Source: an optimization exercise on an open RTL-to-GDS flow (aim: small area, a short achievable clock period and few clock cycles per item). Production flows keep margins and buffers that such runs may drop. Function was checked by simulation only, so behaviour that the tests miss may differ from the original. No activity file was given, so power comes from the tool's default toggle rates. The flow treats the clock pin as an ideal source, which a real chip does not have.

==> inputs of 08-13 <==
Design rle_plane_enc, start of the top module:
module rle_plane_enc (
    input  wire       clk,
    input  wire       rst,
    input  wire       in_valid,
    output reg        in_ready,
    input  wire [7:0] in_data,
    input  wire       in_last,
    output reg        out_valid,
    input  wire       out_ready,
    output reg  [7:0] out_data,
    output reg        out_last
);
Settings: LEC_CHECK=0, CAP_MARGIN=20, CORE_MARGIN=2, CORE_UTILIZATION=60, SLEW_MARGIN=20; clock period 10.0 ns.
standard.sh (not shown) runs the stock make flow with config.mk's settings and CLKGATE_MAP_FILE= SYNTH_SCRIPT=/design/flow/synth_recipe.tcl, a recipe that flattens the netlist after the stock synthesis.
==> flow/flow/run.sh <==
#!/bin/bash
# Standard ORFS layout (the standard.sh, standard synthesis unchanged),
# with timing repair aiming for 6.9 ns of setup slack at the 10 ns clock and
# clock tree synthesis with larger sink clusters and no dummy loads.
set -euo pipefail
bash standard.sh SETUP_SLACK_MARGIN=6.9 \
  "CTS_ARGS=-sink_clustering_enable -repair_clock_nets -dont_use_dummy_load -sink_clustering_size 30 -sink_clustering_max_diameter 120 -buf_list sky130_fd_sc_hd__clkbuf_16" \
  finish > flow.log 2>&1
==> 07-04: changes against 08-13 <==
--- a/flow/design.v
+++ b/flow/design.v
@@ -10,11 +10,11 @@
     output reg  [7:0] out_data,
     output reg        out_last
 );
     localparam integer N  = 128;    
     localparam integer PW = 7;      
-    localparam integer M  = 4;      
+    localparam integer M  = 8;      
     localparam [1:0] K_RUN = 2'd0, K_SOS = 2'd1, K_NEXT = 2'd2;
     reg [7:0] wd0, wd1, wd2, wd3, wd4;
     reg       wl0, wl1, wl2, wl3, wl4;
     reg       we0, we1, we2, we3, we4;
     reg [4:0] wv;                
@@ -26,25 +26,25 @@
     reg       srun;       
     reg [6:0] lcnt;       
     reg       lc0, lc127, lge2;                   
     reg       lone;       
     reg       cont;       
-    localparam integer FD = 3;
+    localparam integer FD = 4;
     reg [8:0] hq [0:FD-1];
     reg [1:0] hq_wp, hq_rp;
-    reg [FD-1:0] hq_t;           
-    wire hq_full  = hq_t[FD-1];
-    wire hq_empty = !hq_t[0];
+    reg [2:0] hq_n;
+    reg       hq_full;
+    wire hq_empty = (hq_n == 3'd0);
     localparam integer CD = 8;
     reg [1:0] cq [0:CD-1];       
     reg [2:0] cq_wp, cq_rp;
-    reg [CD-1:0] cq_t;           
-    wire cq_full  = cq_t[CD-1];
-    wire cq_empty = !cq_t[0];
+    reg [3:0] cq_n;
+    reg       cq_full;
+    wire cq_empty = (cq_n == 4'd0);
     reg [9:0] rq0, rq1;          
-    reg [1:0]  rq_t;             
-    wire       rq_room = !rq_t[1];
+    reg [1:0]  rq_n;
+    reg        rq_room;
     reg [9*N-1:0]  ring;        
     reg [PW-1:0]   ptr;         
     reg [PW-1:0]   dy;          
     reg [M-1:0]    dyo;         
     reg            pey;         
@@ -62,11 +62,12 @@
     localparam integer OQ = 1;
     reg [8:0] oq [0:OQ-1];
     reg [0:0] oq_wp, oq_rp;
     reg [1:0] oq_n;
     reg       can_out;    
-    reg  e_ok;            
+    wire la_ok = wv[3] || (wv[0] && wl0) || (wv[1] && wl1) || (wv[2] && wl2);
+    wire e_ok  = wv[0] && la_ok;
     wire eq01 = we1;
     wire eq02 = we1 && we2;
     wire eq03 = we1 && we2 && we3;
     wire new_str = sc0 || !we0 || sc127;
     wire run_start = new_str && !wl0 && !wl1 && !wl2 && eq01 && eq02 && eq03;
@@ -109,11 +110,11 @@
     wire take_out  = is_head && can_out && (head_lit ? !vdone : ch_run);
     wire consume   = take_drop || take_out;
     wire skip      = is_head && !consume;
     wire fa_next = fa ? (skip ? pey : 1'b1) : pey;
     wire [1:0] rk = rq0[9:8];
-    wire       rqv = rq_t[0];
+    wire       rqv = (rq_n != 2'd0);
     wire slot0_dead = !tap_any || consume || clr;    
     wire slot0_free = fa && (!tap_live || consume);
     wire [M-1:0] near_dead;                           
     genvar g;
     generate for (g = 0; g < M; g = g + 1) begin : gnd
@@ -157,19 +158,14 @@
             assign ld[g] = acc && (adv ? (wvx[0] && !wvx[1]) : !wvx[0]);
         else
             assign ld[g] = acc && (adv ? (wvx[g] && !wvx[g+1]) : (wvx[g-1] && !wvx[g]));
     end endgenerate
     wire [4:0] wv_n = (adv ? {1'b0, wv[4:1]} : wv) | ld;
+    wire [1:0] rq_n_n = rq_n + {1'b0, rq_push} - {1'b0, write};
+    wire [2:0] hq_n_n = hq_n + {2'b0, adv && push} - {2'b0, hdr_go};
     wire       cpop   = hdr_go || (take_out && !head_lit && rb);
-    wire       rq_inc = rq_push && !write, rq_dec = write && !rq_push;
-    wire       hq_inc = adv && push && !hdr_go, hq_dec = hdr_go && !(adv && push);
-    wire       cq_inc = adv && cpush && !cpop, cq_dec = cpop && !(adv && cpush);
-    wire wl0_n = ld[0] ? in_last : adv ? wl1 : wl0;
-    wire wl1_n = ld[1] ? in_last : adv ? wl2 : wl1;
-    wire wl2_n = ld[2] ? in_last : adv ? wl3 : wl2;
-    wire e_ok_n = wv_n[0] && (wv_n[3] || wl0_n || (wv_n[1] && wl1_n) ||
-                              (wv_n[2] && wl2_n));
+    wire [3:0] cq_n_n = cq_n + {3'b0, adv && cpush} - {3'b0, cpop};
     wire out_room = !out_valid || out_ready;      
     wire oq_empty = (oq_n == 2'd0);
     wire o_load_q = out_room && !oq_empty;
     wire o_load_d = out_room && oq_empty && opush;
     wire oq_push  = opush && !o_load_d;
@@ -187,13 +183,13 @@
         if (ld[3]) begin wd3 <= in_data; wl3 <= in_last; we3 <= in_eq; end
         else if (adv) begin wd3 <= wd4; wl3 <= wl4; we3 <= we4; end
         if (ld[4]) begin wd4 <= in_data; wl4 <= in_last; we4 <= in_eq; end
         if (acc) lastb <= in_data;
         ring <= ring_n;
-        if (write || !rq_t[0])
-            rq0 <= rq_t[1] ? rq1 : rq_new;
-        if (rq_push && (rq_t[1] ? write : (rq_t[0] && !write)))
+        if (write || rq_n == 2'd0)
+            rq0 <= (rq_n == 2'd2) ? rq1 : rq_new;
+        if (rq_push && (rq_n - {1'b0, write}) == 2'd1)
             rq1 <= rq_new;
         if (adv && push) hq[hq_wp] <= push_ent;
         if (adv && cpush) cq[cq_wp] <= c_new;
         if (oq_push) oq[oq_wp] <= {olast, odat};
         {out_last, out_data} <= o_next;
@@ -214,17 +210,19 @@
             lge2     <= 1'b0;
             lone     <= 1'b0;
             cont     <= 1'b0;
             hq_wp    <= 2'd0;
             hq_rp    <= 2'd0;
-            hq_t     <= {FD{1'b0}};
-            rq_t     <= 2'd0;
+            hq_n     <= 3'd0;
+            hq_full  <= 1'b0;
+            rq_n     <= 2'd0;
             cq_wp    <= 3'd0;
             cq_rp    <= 3'd0;
-            cq_t     <= {CD{1'b0}};
-            e_ok     <= 1'b0;
+            cq_n     <= 4'd0;
+            cq_full  <= 1'b0;
             rb       <= 1'b0;
+            rq_room  <= 1'b1;
             ptr      <= {PW{1'b0}};
             dy       <= {PW{1'b0}};
             dyo      <= {{(M-1){1'b0}}, 1'b1};
             pey      <= 1'b0;
             fa       <= 1'b1;
@@ -240,11 +238,10 @@
             oq_rp <= 1'b0;
             oq_n     <= 2'd0;
             can_out  <= 1'b0;
         end else begin
             wv       <= wv_n;
-            e_ok     <= e_ok_n;
             in_ready <= !wv_n[4];
             if (adv) begin
                 scnt  <= wl0 ? 7'd0 : (new_str ? 7'd1 : c1);
                 sc0   <= wl0;
                 sc124 <= !wl0 && !new_str && (c1 == 7'd124);
@@ -274,21 +271,21 @@
                     cont  <= 1'b0;
                 end else if (wl0) begin
                     cont <= 1'b0;
                 end
             end
-            if (adv && push) hq_wp <= (hq_wp == FD-1) ? 2'd0 : hq_wp + 2'd1;
-            if (hdr_go) hq_rp <= (hq_rp == FD-1) ? 2'd0 : hq_rp + 2'd1;
-            if (hq_inc) hq_t <= {hq_t[FD-2:0], 1'b1};
-            else if (hq_dec) hq_t <= {1'b0, hq_t[FD-1:1]};
-            if (rq_inc) rq_t <= {rq_t[0], 1'b1};
-            else if (rq_dec) rq_t <= {1'b0, rq_t[1]};
+            if (adv && push) hq_wp <= hq_wp + 2'd1;
+            if (hdr_go) hq_rp <= hq_rp + 2'd1;
+            hq_n    <= hq_n_n;
+            hq_full <= (hq_n_n == FD);
+            rq_n    <= rq_n_n;
             if (adv && cpush) cq_wp <= cq_wp + 3'd1;
             if (cpop) cq_rp <= cq_rp + 3'd1;
-            if (cq_inc) cq_t <= {cq_t[CD-2:0], 1'b1};
-            else if (cq_dec) cq_t <= {1'b0, cq_t[CD-1:1]};
+            cq_n    <= cq_n_n;
+            cq_full <= (cq_n_n == CD);
             if (take_out && !head_lit) rb <= !rb;
+            rq_room <= (rq_n_n != 2'd2);
             ptr <= (ptr == N-1) ? {PW{1'b0}} : ptr + 1'b1;
             if (ptr == N-1) clr <= 1'b0;
             if (write && !wnear) begin
                 dy  <= {PW{1'b0}};
                 dyo <= {{(M-1){1'b0}}, 1'b1};
==> flow/flow/run.sh (replaced) <==
#!/bin/bash
# Standard ORFS layout (the standard.sh, standard synthesis unchanged),
# with timing repair aiming for 7 ns of setup slack at the 10 ns clock and
# clock tree synthesis with larger sink clusters and no dummy loads.
set -euo pipefail
bash standard.sh SETUP_SLACK_MARGIN=7 \
  "CTS_ARGS=-sink_clustering_enable -repair_clock_nets -dont_use_dummy_load -sink_clustering_size 30 -sink_clustering_max_diameter 120 -buf_list sky130_fd_sc_hd__clkbuf_16" \
  finish > flow.log 2>&1
==> summary of the runs <==
08-13 went through all stages and came out clean. 07-04 finished clean.
Between 07-04 and 08-13, the lower power is in 08-13 (gap 4.5%, measured against 08-13).
Against 08-13, the sequential cell count of 07-04 is higher by 11.
Between 08-13 and 07-04, the lower first-iteration DRC count is in 08-13 (gap 4.1%, measured against 07-04).
Of 07-04 and 08-13, 07-04 has the higher non-clock buffer count (gap 33).
Against 08-13, the global-route usage of 07-04 is higher by 0.87 points.
Of 07-04 and 08-13, 07-04 has the higher synthesized cell count (gap about 2.5%, measured against 08-13).
In count of clock-buffer cells in the layout, 07-04 and 08-13 do not differ.
In 08-13 the setup slack is higher than in 07-04, by 0.010 ns.
Testbench counts of 08-13, summed over its fixed seeds: cycles 56,669, bytes 55,362.
Testbench counts of 07-04, summed over its fixed seeds: cycles 56,544, bytes 55,362.

==> separate check: timing with driven ports <==
In the flow no input, the clock included, has a driving cell. The finished layouts below were timed again as built, in two steps. Step 1 sets driving cells, clkbuf_16 on the clock port and buf_2 on the other inputs (assumed; they add their load-dependent delay and slew). Step 2 also shifts input and output timing later by t, the mid clock arrival at the registers, as if the neighbouring blocks saw the same clock. a / b / c = ideal ports / drivers / drivers and shift; a / b = the first two.
run | t (ns) | setup slack, ns | hold slack, ns | worst register clock-pin slew, ns | worst data-port slew with drivers (ns)
08-13 | 0.647 | 6.889 / 6.830 / 6.417 | 0.324 / 0.324 / 0.324 | 0.12 / 0.12 | 0.03
07-04 | 0.658 | 6.879 / 6.820 / 6.345 | 0.316 / 0.316 / 0.316 | 0.12 / 0.12 | 0.03
After both steps every run listed still meets setup and hold. For 07-04, which loses most, drivers alone change the setup slack by -0.059 ns; drivers and shift together by -0.534 ns.
